What follows belongs to an exercise in optimizing a design on an open flow for small area, a short achievable clock period and few clock cycles per item; a production flow would make more cautious choices. Only simulation tests tie the RTL to the original design; equivalence was not proved. Power figures rest on the tool's default switching activity, not on a simulated workload.

## main
==> flow/design.v (excerpt) <==
module wordcodec (
    input  wire        clk,
    input  wire        rst,         
    input  wire        reg_we,
    input  wire [5:0]  reg_addr,
    input  wire [31:0] reg_wdata,
    output reg  [31:0] reg_rdata,
    output wire        mem_req,
    output wire        mem_we,
    output wire [31:0] mem_addr,
    output wire [7:0]  mem_wdata,
    input  wire        mem_ready,
    input  wire [7:0]  mem_rdata,
    input  wire        mem_err
);
    localparam integer ROT  = 8;
    localparam integer CW   = 16;
    localparam integer KMAX = 16;
    localparam [31:0]  SEED = 32'h9E3779B9;
    localparam [5:0] A_ID = 6'h00, A_PARAM = 6'h01, A_CHUNK = 6'h02, A_KMAX = 6'h03,
                     A_CMD = 6'h04, A_STATUS = 6'h05, A_KEYLEN = 6'h06, A_KEYIDX = 6'h07,
                     A_KEYDATA = 6'h08, A_SRC = 6'h09, A_DST = 6'h0A, A_INLEN = 6'h0B,
                     A_OPA = 6'h0C, A_OPB = 6'h0D, A_RESULT = 6'h0E, A_CKSACC = 6'h0F,
                     A_CKSSTEP = 6'h10, A_DLEFT = 6'h11, A_INCNT = 6'h12, A_OUTCNT = 6'h13,
                     A_PLAIN = 6'h14, A_CHIDX = 6'h15, A_HB = 6'h16, A_HA = 6'h17,
                     A_SEED = 6'h18;
    localparam [1:0] ST_IDLE = 2'd0, ST_STREAM = 2'd1, ST_DONE = 2'd2, ST_ERROR = 2'd3;
    localparam [3:0] E_IO_IN = 4'd1, E_IO_OUT = 4'd3, E_INV_ARG = 4'd4, E_INV_KEY = 4'd5,
                     E_ILLEGAL = 4'd7, E_MALFORMED = 4'd8;
    localparam [2:0] P_IDLE = 3'd0, P_DIV = 3'd1, P_FIX = 3'd2, P_SER = 3'd3,
                     P_READ = 3'd4, P_WRITE = 3'd5, P_CHK = 3'd6;
    reg [4:0]  key_len;
    reg [31:0] key_idx;
    reg [31:0] src_addr, dst_addr, in_len;
    reg [31:0] opa, opb, result;
    reg [31:0] cks_acc, cks_step;
    reg [4:0]  cks_amt;            
    reg [31:0] data_left, in_count, out_count;
    reg [26:0] chunk_idx;          
  ...
Size in the first run: about 5700 cells after synthesis, about 1700 flip-flops, about 78000 µm² of cells after synthesis.
clock: 12.0 ns
lec_check: 0
cap_margin: 20
core_margin: 2
core_utilization: 60
cts_cluster_diameter: 80
cts_cluster_size: 25
setup_slack_margin: 5
slew_margin: 20
tns_end_percent: 0
run.sh (not shown) runs the stock make flow with config.mk's settings and CLKGATE_MAP_FILE= SYNTH_SCRIPT=/design/flow/synth_recipe.tcl, a recipe that flattens the netlist after the stock synthesis.
Per the final summary, main finished and its layout is clean on timing, DRC and antenna.
Testbench counts of main, summed over its fixed seeds: cycles 73,658, bytes 33,832.
### main -> the feature branch
Settings: TNS_END_PERCENT no longer set, was 0; CTS_CLUSTER_SIZE now 30, was 25.
### Flow results
- [compare] base=main new=the feature branch: final routed wirelength across all metal layers grew by 1.5%; critical path depth grew by 2; top fanout value on the critical path shrank by 21.
- As far as area share of fa/ha/maj cells after synthesis goes, the feature branch and main are indistinguishable; the numbers are identical.
- As far as wire length on met1 is concerned, main and the feature branch perform about the same.
- The feature branch vs. main: sequential portion of the cell area dropped 0.41 points, design area rose by 580 µm², post-synthesis cell area essentially unchanged.


Starting RTL as in the previous note.
==> flow/design.v (excerpt) <==
module wordcodec (
    input  wire        clk,
    input  wire        rst,         
    input  wire        reg_we,
    input  wire [5:0]  reg_addr,
    input  wire [31:0] reg_wdata,
    output reg  [31:0] reg_rdata,
    output wire        mem_req,
    output wire        mem_we,
    output wire [31:0] mem_addr,
    output wire [7:0]  mem_wdata,
    input  wire        mem_ready,
    input  wire [7:0]  mem_rdata,
    input  wire        mem_err
);
clock: 12.0 ns
lec_check: 0
cap_margin: 20
core_margin: 2
core_utilization: 60
cts_buf_list: sky130_fd_sc_hd__clkbuf_8
cts_cluster_diameter: 60
cts_cluster_size: 18
setup_slack_margin: 5
slew_margin: 20
The first run produced a clean layout.
Testbench counts at the start, summed over its fixed seeds: cycles 73,658, bytes 33,832.
Edit:
CTS_BUF_LIST = default   (was sky130_fd_sc_hd__clkbuf_8)
CTS_CLUSTER_DIAMETER = 80   (was 60)
CTS_CLUSTER_SIZE = 25   (was 18)
Area after synthesis is unchanged. Die area stays the same. Clock skew came out lower by 13 ps. Final cell count came out lower by 1.3%. Setup slack gets better by 140 ps. Total power stays flat. Wire length barely changes. Register-to-register slack loses 180 ps. Hold slack degrades by 15 ps. Critical path depth increases by 2.
Edit:
PLACE_DENSITY = 0.75   (was default)
Total power is about the same.
First-iteration DRC count is about the same.
Synthesized cell count does not change.
Clock power hardly moves.
Fmax shrinks by 1.7%.
Clock-buffer cell count is lower by 3.
Global-route usage goes up by 0.66 points.
Combinational power barely changes.
Utilization is about the same.
Edit:
CORE_UTILIZATION = 55   (was 60)
PLACE_DENSITY = default   (was 0.75)
Effect: The changed run finished with timing, DRC and antenna clean. Critical path depth drops by 2. Cell area climbs by 0.86%. Routed wire length drops by 2.6%. Final cell count climbs by 2.7%. Worst setup slack loses 40 ps. First-iteration DRC count drops by 16%.

[port drivers added, routing unchanged]
How much do the figures lean on ideal ports? The routed layouts below were timed once more, with nothing changed but the port constraints.
Step 1, drivers: a clkbuf_16 drives clk and a buf_2 each remaining input, both assumed.
Step 2 also shifts input and output timing later by t, the mid clock arrival at the registers, as if the neighbouring blocks saw the same clock.
Slacks: ideal / step 1 / step 2; pairs: ideal / step 1.
| run | t, ns | slack for setup (ns) | hold slack, ns | worst setup path at the end | latest minus earliest clock arrival (ns) |
|---|---|---|---|---|---|
| main | 0.818 | 4.537 / 4.478 / 4.040 | 0.412 / 0.412 / 0.412 | input to register | 0.039 / 0.040 |
| the feature branch | 0.828 | 4.981 / 4.903 / 4.332 | 0.414 / 0.414 / 0.414 | input to register | 0.068 / 0.067 |
| the first run of note 2 | 1.012 | 4.853 / 4.777 / 4.112 | 0.421 / 0.421 / 0.421 | input to register | 0.058 / 0.059 |
| the second run of note 2 | 0.830 | 4.993 / 4.913 / 4.278 | 0.407 / 0.407 / 0.407 | input to register | 0.044 / 0.045 |
| the third run of note 2 | 0.829 | 4.872 / 4.848 / 4.332 | 0.409 / 0.409 / 0.409 | input to register | 0.060 / 0.060 |
| the fourth run of note 2 | 0.837 | 4.833 / 4.752 / 4.398 | 0.415 / 0.415 / 0.415 | input to register | 0.042 / 0.043 |
After both steps setup and hold are still met in every run listed. For the first run of note 2, which loses most, drivers alone change the setup slack by -0.076 ns; drivers and shift together by -0.741 ns.
